Context: an optimization exercise on an open-source flow, tuned for small area, a short achievable clock period and few clock cycles. The choices shown serve that exercise and are no tape-out recipe.
The RTL was checked by simulation tests, not by an equivalence proof against the original design.
Power is estimated from default activity; no workload was simulated.

### config.mk
export PLATFORM = sky130hd
export DESIGN_NAME = eclog_core
export DESIGN_NICKNAME = eclog_core
export VERILOG_FILES = /design/flow/design.v
export SDC_FILE = /design/flow/constraint.sdc
export NUM_CORES = 4
export LEC_CHECK = 0
export CAP_MARGIN = 20
export CORE_MARGIN = 2
export CORE_UTILIZATION = 40
export SLEW_MARGIN = 20
### constraint.sdc
create_clock -name core_clock -period 7.0 [get_ports {clk}]
set_input_delay 1.4000 -clock core_clock [delete_from_list [all_inputs] [get_ports {clk}]]
set_output_delay 1.4000 -clock core_clock [all_outputs]
set_load 0.01 [all_outputs]
### design.v
module eclog_crc_step (
    input  wire [15:0] crc_in,
    input  wire [7:0]  data,
    output wire [15:0] crc_out
);
    wire [7:0] x  = crc_in[15:8] ^ data;
    wire [7:0] xs = x ^ {4'b0000, x[7:4]};
    assign crc_out = {crc_in[7:0], 8'h00} ^ {xs[3:0], 12'h000} ^ {3'b000, xs, 5'b00000} ^ {8'h00, xs};
endmodule
module eclog_core (
    input  wire        clk,
    input  wire        rst,
    input  wire        in_valid,
    input  wire [7:0]  in_data,
    output wire        in_ready,
    output reg         out_valid,
    output reg  [7:0]  out_data,
    input  wire        out_ready,
    output wire        mem_req,
    output wire        mem_we,
    output wire [10:0] mem_addr,
    output wire [7:0]  mem_wdata,
    input  wire        mem_ready,
    input  wire [7:0]  mem_rdata
);
    localparam CRC_INDEX_LIMIT = 61;    
    localparam [7:0] NL = 8'h0A;
    localparam [2:0] MSG_BOOT    = 3'd0;   
    localparam [2:0] MSG_ENTRY   = 3'd1;   
    localparam [2:0] MSG_ADDR    = 3'd2;   
    localparam [2:0] MSG_NOENT   = 3'd3;   
    localparam [2:0] MSG_INVALID = 3'd4;   
    localparam [2:0] MSG_FULL    = 3'd5;   
    localparam [2:0] MSG_NL      = 3'd6;   
    localparam [8*6-1:0]  TXT_BOOT    = "Boot.\n";
    localparam [8*11-1:0] TXT_ENTRY   = "Log entry: ";
    localparam [8*20-1:0] TXT_ADDR    = ". Memory address: 0X";
    localparam [8*28-1:0] TXT_NOENT   = "No valid log entries found!\n";
    localparam [8*15-1:0] TXT_INVALID = "Invalid input!\n";
    localparam [8*17-1:0] TXT_FULL    = "Error: log full!\n";
    localparam [8*4-1:0] PAY_BOOT  = "Boot";
    localparam [8*5-1:0] PAY_PROBE = "probe";
    localparam [3:0] S_UI     = 4'd0;    
    localparam [3:0] S_LINE   = 4'd1;    
    localparam [3:0] S_MSG    = 4'd2;    
    localparam [3:0] S_RD     = 4'd3;    
    localparam [3:0] S_DEC    = 4'd4;    
    localparam [3:0] S_PAY    = 4'd5;    
    localparam [3:0] S_HEX    = 4'd6;    
    localparam [3:0] S_NEXT   = 4'd7;    
    localparam [3:0] S_APP    = 4'd8;    
    localparam [3:0] S_WR     = 4'd9;    
    localparam [3:0] S_ERA    = 4'd10;   
    reg [3:0]  state;
    reg [3:0]  ret_state;
    reg [2:0]  msg;
    reg [4:0]  msg_idx;
    reg        scan_read;       
    reg        pend_probe;      
    reg [5:0]  cursor;          
    reg [4:0]  slot;            
    reg [5:0]  idx;             
    reg [5:0]  tpos;            
    reg        found;           
    reg [15:0] crc;
    reg [1:0]  hex_pos;         
    reg [7:0]  slotbuf [0:63];
    reg [2:0]  line_len;        
    reg        m_erase, m_write, m_read;
    reg  [7:0]  crc_data;
    wire [15:0] crc_next;
    eclog_crc_step u_crc (
        .crc_in (crc),
        .data   (crc_data),
        .crc_out(crc_next)
    );
    reg [7:0] msg_char;
    reg       msg_last;
    always @* begin
        msg_char = 8'h00;
        msg_last = 1'b0;
        case (msg)
            MSG_BOOT: begin
                msg_char = TXT_BOOT[8*(5 - msg_idx) +: 8];
                msg_last = (msg_idx == 5'd5);
            end
            MSG_ENTRY: begin
                msg_char = TXT_ENTRY[8*(10 - msg_idx) +: 8];
                msg_last = (msg_idx == 5'd10);
            end
            MSG_ADDR: begin
                msg_char = TXT_ADDR[8*(19 - msg_idx) +: 8];
                msg_last = (msg_idx == 5'd19);
            end
            MSG_NOENT: begin
                msg_char = TXT_NOENT[8*(27 - msg_idx) +: 8];
                msg_last = (msg_idx == 5'd27);
            end
            MSG_INVALID: begin
                msg_char = TXT_INVALID[8*(14 - msg_idx) +: 8];
                msg_last = (msg_idx == 5'd14);
            end
            MSG_FULL: begin
                msg_char = TXT_FULL[8*(16 - msg_idx) +: 8];
                msg_last = (msg_idx == 5'd16);
            end
            default: begin
                msg_char = NL;
                msg_last = 1'b1;
            end
        endcase
    end
    wire [5:0] pay_len = pend_probe ? 6'd5 : 6'd4;
    reg  [7:0] pay_char;
    always @* begin
        if (pend_probe)
            pay_char = PAY_PROBE[8*(4 - idx[2:0]) +: 8];
        else
            pay_char = PAY_BOOT[8*(3 - idx[1:0]) +: 8];
    end
    reg [7:0] frame_byte;
    always @* begin
        if (idx < pay_len)
            frame_byte = pay_char;
        else if (idx == pay_len)
            frame_byte = 8'h00;
        else if (idx == pay_len + 6'd1)
            frame_byte = crc[15:8];
        else
            frame_byte = crc[7:0];
    end
    wire [10:0] slot_off = {slot, 6'b000000};
    reg  [3:0]  hex_nib;
    always @* begin
        case (hex_pos)
            2'd2:    hex_nib = {1'b0, slot_off[10:8]};
            2'd1:    hex_nib = slot_off[7:4];
            default: hex_nib = slot_off[3:0];
        endcase
    end
    wire [7:0] hex_char = (hex_nib < 4'd10) ? (8'h30 + {4'h0, hex_nib})
                                            : (8'h37 + {4'h0, hex_nib});
    wire [1:0] hex_first = (slot_off[10:8] != 3'd0) ? 2'd2 :
                           (slot_off[7:4]  != 4'd0) ? 2'd1 : 2'd0;
    wire [7:0] dec_byte = slotbuf[idx];
    always @* begin
        if (state == S_WR)
            crc_data = frame_byte;
        else
            crc_data = dec_byte;
    end
    wire can_emit = !out_valid || out_ready;
    assign in_ready  = (state == S_UI) && !out_valid;
    assign mem_req   = (state == S_RD) || (state == S_WR) || (state == S_ERA);
    assign mem_we    = (state == S_WR) || (state == S_ERA);
    assign mem_addr  = (state == S_ERA) ? {slot, 6'b000000}
                     : (state == S_WR)  ? {cursor[4:0], idx}
                                        : {slot, idx};
    assign mem_wdata = (state == S_WR) ? frame_byte : 8'h00;
    wire mem_done = mem_req && mem_ready;
    reg [7:0] ch_erase, ch_write, ch_read;
    always @* begin
        case (line_len)
            3'd0: begin ch_erase = "e"; ch_write = "w"; ch_read = "r"; end
            3'd1: begin ch_erase = "r"; ch_write = "r"; ch_read = "e"; end
            3'd2: begin ch_erase = "a"; ch_write = "i"; ch_read = "a"; end
            3'd3: begin ch_erase = "s"; ch_write = "t"; ch_read = "d"; end
            3'd4: begin ch_erase = "e"; ch_write = "e"; ch_read = 8'h00; end
            default: begin ch_erase = 8'h00; ch_write = 8'h00; ch_read = 8'h00; end
        endcase
    end
    always @(posedge clk) begin
        if (state == S_RD && mem_done)
            slotbuf[idx] <= mem_rdata;
    end
    always @(posedge clk) begin
        if (rst) begin
            state      <= S_RD;           
            ret_state  <= S_UI;
            msg        <= MSG_BOOT;
            msg_idx    <= 5'd0;
            scan_read  <= 1'b0;
            pend_probe <= 1'b0;
            cursor     <= 6'd0;
            slot       <= 5'd0;
            idx        <= 6'd0;
            tpos       <= 6'd0;
            found      <= 1'b0;
            crc        <= 16'hFFFF;
            hex_pos    <= 2'd0;
            line_len   <= 3'd0;
            m_erase    <= 1'b1;
            m_write    <= 1'b1;
            m_read     <= 1'b1;
            out_valid  <= 1'b0;
            out_data   <= 8'h00;
        end else begin
            if (out_valid && out_ready)
                out_valid <= 1'b0;
            case (state)
                S_UI: begin
                    if (in_valid && in_ready) begin
                        out_valid <= 1'b1;           
                        out_data  <= in_data;
                        if (in_data == NL) begin
                            state <= S_LINE;
                        end else begin
                            if (line_len != 3'd7)
                                line_len <= line_len + 3'd1;
                            if (in_data != ch_erase) m_erase <= 1'b0;
                            if (in_data != ch_write) m_write <= 1'b0;
                            if (in_data != ch_read)  m_read  <= 1'b0;
                        end
                    end
                end
                S_LINE: begin
                    line_len <= 3'd0;
                    m_erase  <= 1'b1;
                    m_write  <= 1'b1;
                    m_read   <= 1'b1;
                    if (line_len == 3'd0) begin
                        state <= S_UI;
                    end else if (line_len == 3'd5 && m_erase) begin
                        slot  <= 5'd0;
                        state <= S_ERA;
                    end else if (line_len == 3'd5 && m_write) begin
                        pend_probe <= 1'b1;
                        state      <= S_APP;
                    end else if (line_len == 3'd4 && m_read) begin
                        scan_read <= 1'b1;
                        slot      <= 5'd0;
                        idx       <= 6'd0;
                        state     <= S_RD;
                    end else begin
                        msg       <= MSG_INVALID;
                        msg_idx   <= 5'd0;
                        ret_state <= S_UI;
                        state     <= S_MSG;
                    end
                end
                S_MSG: begin
                    if (can_emit) begin
                        out_valid <= 1'b1;
                        out_data  <= msg_char;
                        msg_idx   <= msg_idx + 5'd1;
                        if (msg_last) begin
                            msg_idx <= 5'd0;
                            state   <= ret_state;
                        end
                    end
                end
                S_RD: begin
                    if (mem_done) begin
                        idx <= idx + 6'd1;
                        if (idx == 6'd63) begin
                            idx   <= 6'd0;
                            crc   <= 16'hFFFF;
                            found <= 1'b0;
                            state <= S_DEC;
                        end
                    end
                end
                S_DEC: begin
                    crc <= crc_next;
                    idx <= idx + 6'd1;
                    if (idx == 6'd0 && dec_byte == 8'h00) begin
                        state <= S_NEXT;                       
                        found <= 1'b0;
                    end else if (!found) begin
                        if (dec_byte == 8'h00) begin
                            found <= 1'b1;
                            tpos  <= idx;
                        end else if (idx == CRC_INDEX_LIMIT - 1) begin
                            state <= S_NEXT;                   
                        end
                    end else if (idx == tpos + 6'd2) begin
                        found <= (crc_next == 16'h0000);       
                        state <= S_NEXT;
                    end
                end
                S_NEXT: begin
                    idx <= 6'd0;
                    if (!found) begin
                        if (scan_read) begin
                            msg       <= MSG_NOENT;
                            msg_idx   <= 5'd0;
                            ret_state <= S_UI;
                            state     <= S_MSG;
                        end else begin
                            cursor     <= {1'b0, slot};
                            pend_probe <= 1'b0;
                            msg        <= MSG_BOOT;
                            msg_idx    <= 5'd0;
                            ret_state  <= S_APP;
                            state      <= S_MSG;
                        end
                    end else if (scan_read) begin
                        msg       <= MSG_ENTRY;
                        msg_idx   <= 5'd0;
                        ret_state <= S_PAY;
                        state     <= S_MSG;
                    end else if (slot == 5'd31) begin
                        cursor <= 6'd32;
                        slot   <= 5'd0;
                        state  <= S_ERA;
                    end else begin
                        slot  <= slot + 5'd1;
                        state <= S_RD;
                    end
                end
                S_PAY: begin
                    if (can_emit) begin
                        out_valid <= 1'b1;
                        out_data  <= dec_byte;
                        idx       <= idx + 6'd1;
                        if (idx + 6'd1 == tpos) begin
                            idx       <= 6'd0;
                            msg       <= MSG_ADDR;
                            msg_idx   <= 5'd0;
                            ret_state <= S_HEX;
                            hex_pos   <= hex_first;
                            state     <= S_MSG;
                        end
                    end
                end
                S_HEX: begin
                    if (can_emit) begin
                        out_valid <= 1'b1;
                        out_data  <= hex_char;
                        hex_pos   <= hex_pos - 2'd1;
                        if (hex_pos == 2'd0) begin
                            msg     <= MSG_NL;
                            msg_idx <= 5'd0;
                            state   <= S_MSG;
                            if (slot == 5'd31) begin
                                ret_state <= S_NEXT;
                                found     <= 1'b0;     
                            end else begin
                                ret_state <= S_RD;
                                slot      <= slot + 5'd1;
                            end
                        end
                    end
                end
                S_APP: begin
                    idx <= 6'd0;
                    crc <= 16'hFFFF;
                    if (cursor[5]) begin
                        msg       <= MSG_FULL;
                        msg_idx   <= 5'd0;
                        ret_state <= S_UI;
                        state     <= S_MSG;
                    end else begin
                        state <= S_WR;
                    end
                end
                S_WR: begin
                    if (mem_done) begin
                        if (idx <= pay_len)
                            crc <= crc_next;
                        idx <= idx + 6'd1;
                        if (idx == pay_len + 6'd2) begin
                            idx    <= 6'd0;
                            cursor <= cursor + 6'd1;
                            state  <= S_UI;
                        end
                    end
                end
                S_ERA: begin
                    if (mem_done) begin
                        slot <= slot + 5'd1;
                        if (slot == 5'd31) begin
                            slot   <= 5'd0;
                            cursor <= 6'd0;
                            state  <= S_UI;
                        end
                    end
                end
                default: state <= S_UI;
            endcase
        end
    end
endmodule
### run.sh
#!/bin/bash
# synth_recipe.tcl (not shown) runs the flow's synth.tcl, then flattens the netlist and writes it again
# the make line also repeats each setting of config.mk as NAME=value (left out here)
make -C /OpenROAD-flow-scripts/flow DESIGN_CONFIG=/design/flow/config.mk WORK_HOME=/design/flow/orfs CLKGATE_MAP_FILE= SYNTH_SCRIPT=/design/flow/synth_recipe.tcl finish
==> flow_summary.json <==
{
  "cp.buffers_inverters": 2,
  "yosysWarnings": 1,
  "cts-hold-fix-buffers": 0,
  "grt_pass1_wl_mm": 117,
  "fmax_mhz": 183,
  "dp_slack_ns": 2.32,
  "core_area_mm2": 0.0688,
  "r2r_cells": 11,
  "detail_route.first_pass.iterations": 7,
  "drc": 0,
  "area_growth_pct": 10.8,
  "ys_ff_latch": 593,
  "path_clk_slew_ns": 0.07,
  "critPathLaunchType": "register",
  "dpl.hpwl_mm": 51.1,
  "status": "finished clean",
  "insertion_delay_ns": 0.66,
  "yosys.area.top_type": "edfxtp_1",
  "worst_pin_slew_ns": 1.06,
  "cts_tree": "done",
  "crit_arrival_ns": 4.06,
  "drtIter0Drc": 2246,
  "wl_per_cell_um": 25.4,
  "synth_cell_types": 81,
  "rsz0062_at_grt": "no",
  "synth_nets": 2177,
  "htreeDepth": 2,
  "path_delay_family": "buffers and inverters",
  "fin_worst_skew_ns": 0.0594,
  "yosysSeqAreaShare": 0.609,
  "stdcell_count": 3097,
  "wirelength_mm": 78.5,
  "numCtsBuffers": 59,
  "worstSetupEndpointType": "primary output",
  "final_core_util": 0.449,
  "critPathKind": "register to primary output",
  "n_antenna_cell": 0,
  "grt_max_degree": 69,
  "nFillCells": 6159,
  "antenna_found_initial": 1,
  "initial_core_util": 0.405,
  "ctsResizeCount": 0,
  "fin_nets": 2184,
  "gr-total-overflow": 0,
  "syn_area_per_cell_um2": 13.1,
  "reg2reg_slack_ns": 2.29,
  "drv_cap": 0,
  "gp_congestion": 0.902,
  "setup_violations": 0,
  "tns_ns": 0,
  "portBuffers": 51,
  "power_density_mw_per_mm2": 306,
  "cp.depth": 7,
  "first_global_vias": 18000,
  "die_w_um": 268,
  "cts.sinks": 593,
  "syn_inst": 2121,
  "critPathMaxFanout": 11,
  "routed-via-count": 18400,
  "slew_violations": 0,
  "crit_chain": "inv_1, ha_1, nor2b_1, nand3_1, mux2i_1, o21ai_0, clkdlybuf4s50_1",
  "fin_ws_ns": 1.54,
  "yosysMostFrequentCell": "edfxtp_1",
  "yosys.area.top_type_share": 0.551,
  "cts_root_buf": "clkbuf_16",
  "p_leak_nw": 9.82,
  "io_pins": 52,
  "vdd_drop_max_uv": 191,
  "placed_cells": 2998,
  "critical_path_required_ns": 5.60,
  "cp_slowest_cell": "clkdlybuf4s50_1",
  "min_period_ns": 5.46,
  "ant_nets": 0,
  "ys.flop_type": "edfxtp_1",
  "synth_edf_count": 512,
  "drt-vias-per-instance": 5.94,
  "synthArstFlopShare": 0,
  "hold_violations": 0,
  "hold_class": "register to register",
  "fin_crit_sh": 0.780,
  "die_y_um": 268,
  "post_cts_buffers": 0,
  "hold_depth": 2,
  "die-area_mm2": 0.0718,
  "slowest_delay_ns": 0.71,
  "clock_path_buffers": 3,
  "rows": 96,
  "drive_gt1_frac": 0.112,
  "track_usage": 0.218,
  "syn_area_mm2": 0.0279,
  "synthTopCellsByCount": "512 x edfxtp_1, 222 x nor2_1, 149 x nand2_1",
  "relSlewSlack": 0.289,
  "synth.area.top_cells": "edfxtp_1 55%, mux4_2 7.6%, dfxtp_1 5.8%"
}
==> layer usage <==
metal / vias up / wire [um] / global-route usage
met5: - / 0 / 0
met4: 0 / 1700 / 0.0544
met3: 108 / 5740 / 0.0394
met2: 766 / 37300 / 0.355
met1: 9333 / 33800 / 0.302
li1: 8201 / - / -
==> state kept, by name, summed over array words and instances (netlist names), 4 cells and up, named ones only <==
register / flops
slotbuf: 512
out_data: 8
crc: 16
ret_state: 4
slot: 5
idx: 6
state: 4
msg_idx: 5
cursor: 6
tpos: 6
==> power by group <==
group	switching (mW)	internal [mW]
Combinational	1.45	1.01
Sequential	0.155	3.93
Clock	1.35	1.58
==> layout by cell type, fill, tap and decap left out, types with 7 or more instances in the layout <==
master           synthesis  layout
a2111oi_0                7       7
a211oi_1                12      12
a21o_1                   9       9
a21oi_1                120     120
a221oi_1                 9       9
a22oi_1                 44      44
a311oi_1                 9       9
a31oi_1                 20      20
a32oi_1                  8       8
and2_1                  11      11
and3_1                  12      12
buf_4                   14      33
clkbuf_1                91      15
clkbuf_16                0      59
clkdlybuf4s50_1          0      42
clkinv_1                 4      14
dfxtp_1                 81      78
edfxtp_1               512     512
ha_1                    35      35
inv_1                   32      32
mux2i_1                114     114
mux4_2                  94      94
nand2_1                149     149
nand2b_1                24      24
nand3_1                 62      62
nand4_1                  7       7
nor2_1                 222     221
nor2b_1                 25      24
nor3_1                  43      43
nor4_1                  11      11
o211ai_1                20      20
o21ai_0                 67      67
o22ai_1                 34      34
o32ai_1                  8       8
or2_2                    8       8
or3_1                   11      11
xnor2_1                 35      34
xor2_1                  24      24
==> worst min-delay path: stages, from the launching register on <==
cell,delay [ns]
dfxtp_1,0.32
o21ai_0,0.07
nand2_1,0.05
==> cell type report <==
cell class	instances	area [um2]	share of cell area
inverters	37	139	0.00449
flip-flops and latches	593	17000	0.550
clock buffers	74	1530	0.0496
clock inverters	25	198	0.00640
multi-input cells	1357	10100	0.328
repair buffers	80	723	0.0234
well taps	931	1160	0.0377
==> through the flow <==
| step | instance area (um2) | hold slack [ns] | power [mW] |
|---|---|---|---|
| after detailed placement | 29200 | 0.472 | 6.59 |
| final | 30900 | 0.484 | 9.47 |
| after global placement | 29100 | 0.462 | 6.57 |
| after global routing | 30900 | 0.517 | 9.86 |
| after CTS | 30900 | 0.485 | 9.50 |
| after floorplan | 27900 | 0.451 | 5.87 |
==> final timing paths <==
path | start | to
worst max-delay path | idx[0] | mem_wdata[3]
worst min-delay path | m_write | m_write
worst max register to register | register | found
worst min register to register | m_write | m_write
==> cells by family after synthesis <==
logic type	count (synthesis)	share of synthesized area
DFF	593	0.609
adders and majority gates	35	0.0157
muxes	219	0.124
and+or+nand+nor	611	0.101
xor gates and xnor gates	63	0.0218
buffers and inverters	171	0.0276
AOI/OAI and AO/OA	429	0.101
Testbench counts, summed over its fixed seeds: cycles 118,234.

[re-timing with driven ports]
No port has a modelled driver above. Below, the same layout with a new extraction and two added sets of constraints.
Step 1 assumes that a clkbuf_16 drives the clock port and a buf_2 every other input.
Step 2, shift: input delay + t, output delay - t, t = (earliest + latest rising clock arrival at the registers) / 2. This alone moves slack from input paths to output paths.
Slacks: no drivers / after step 1 / after step 2; pairs: no drivers / after step 1.
t (ns): 0.689
setup WS [ns]: 1.543 / 1.480 / 2.168
clock arrival spread, ns: 0.059 / 0.059
After both steps this run still meets setup and hold. The setup slack of this run moves by -0.063 ns with the drivers and by +0.625 ns with both steps.
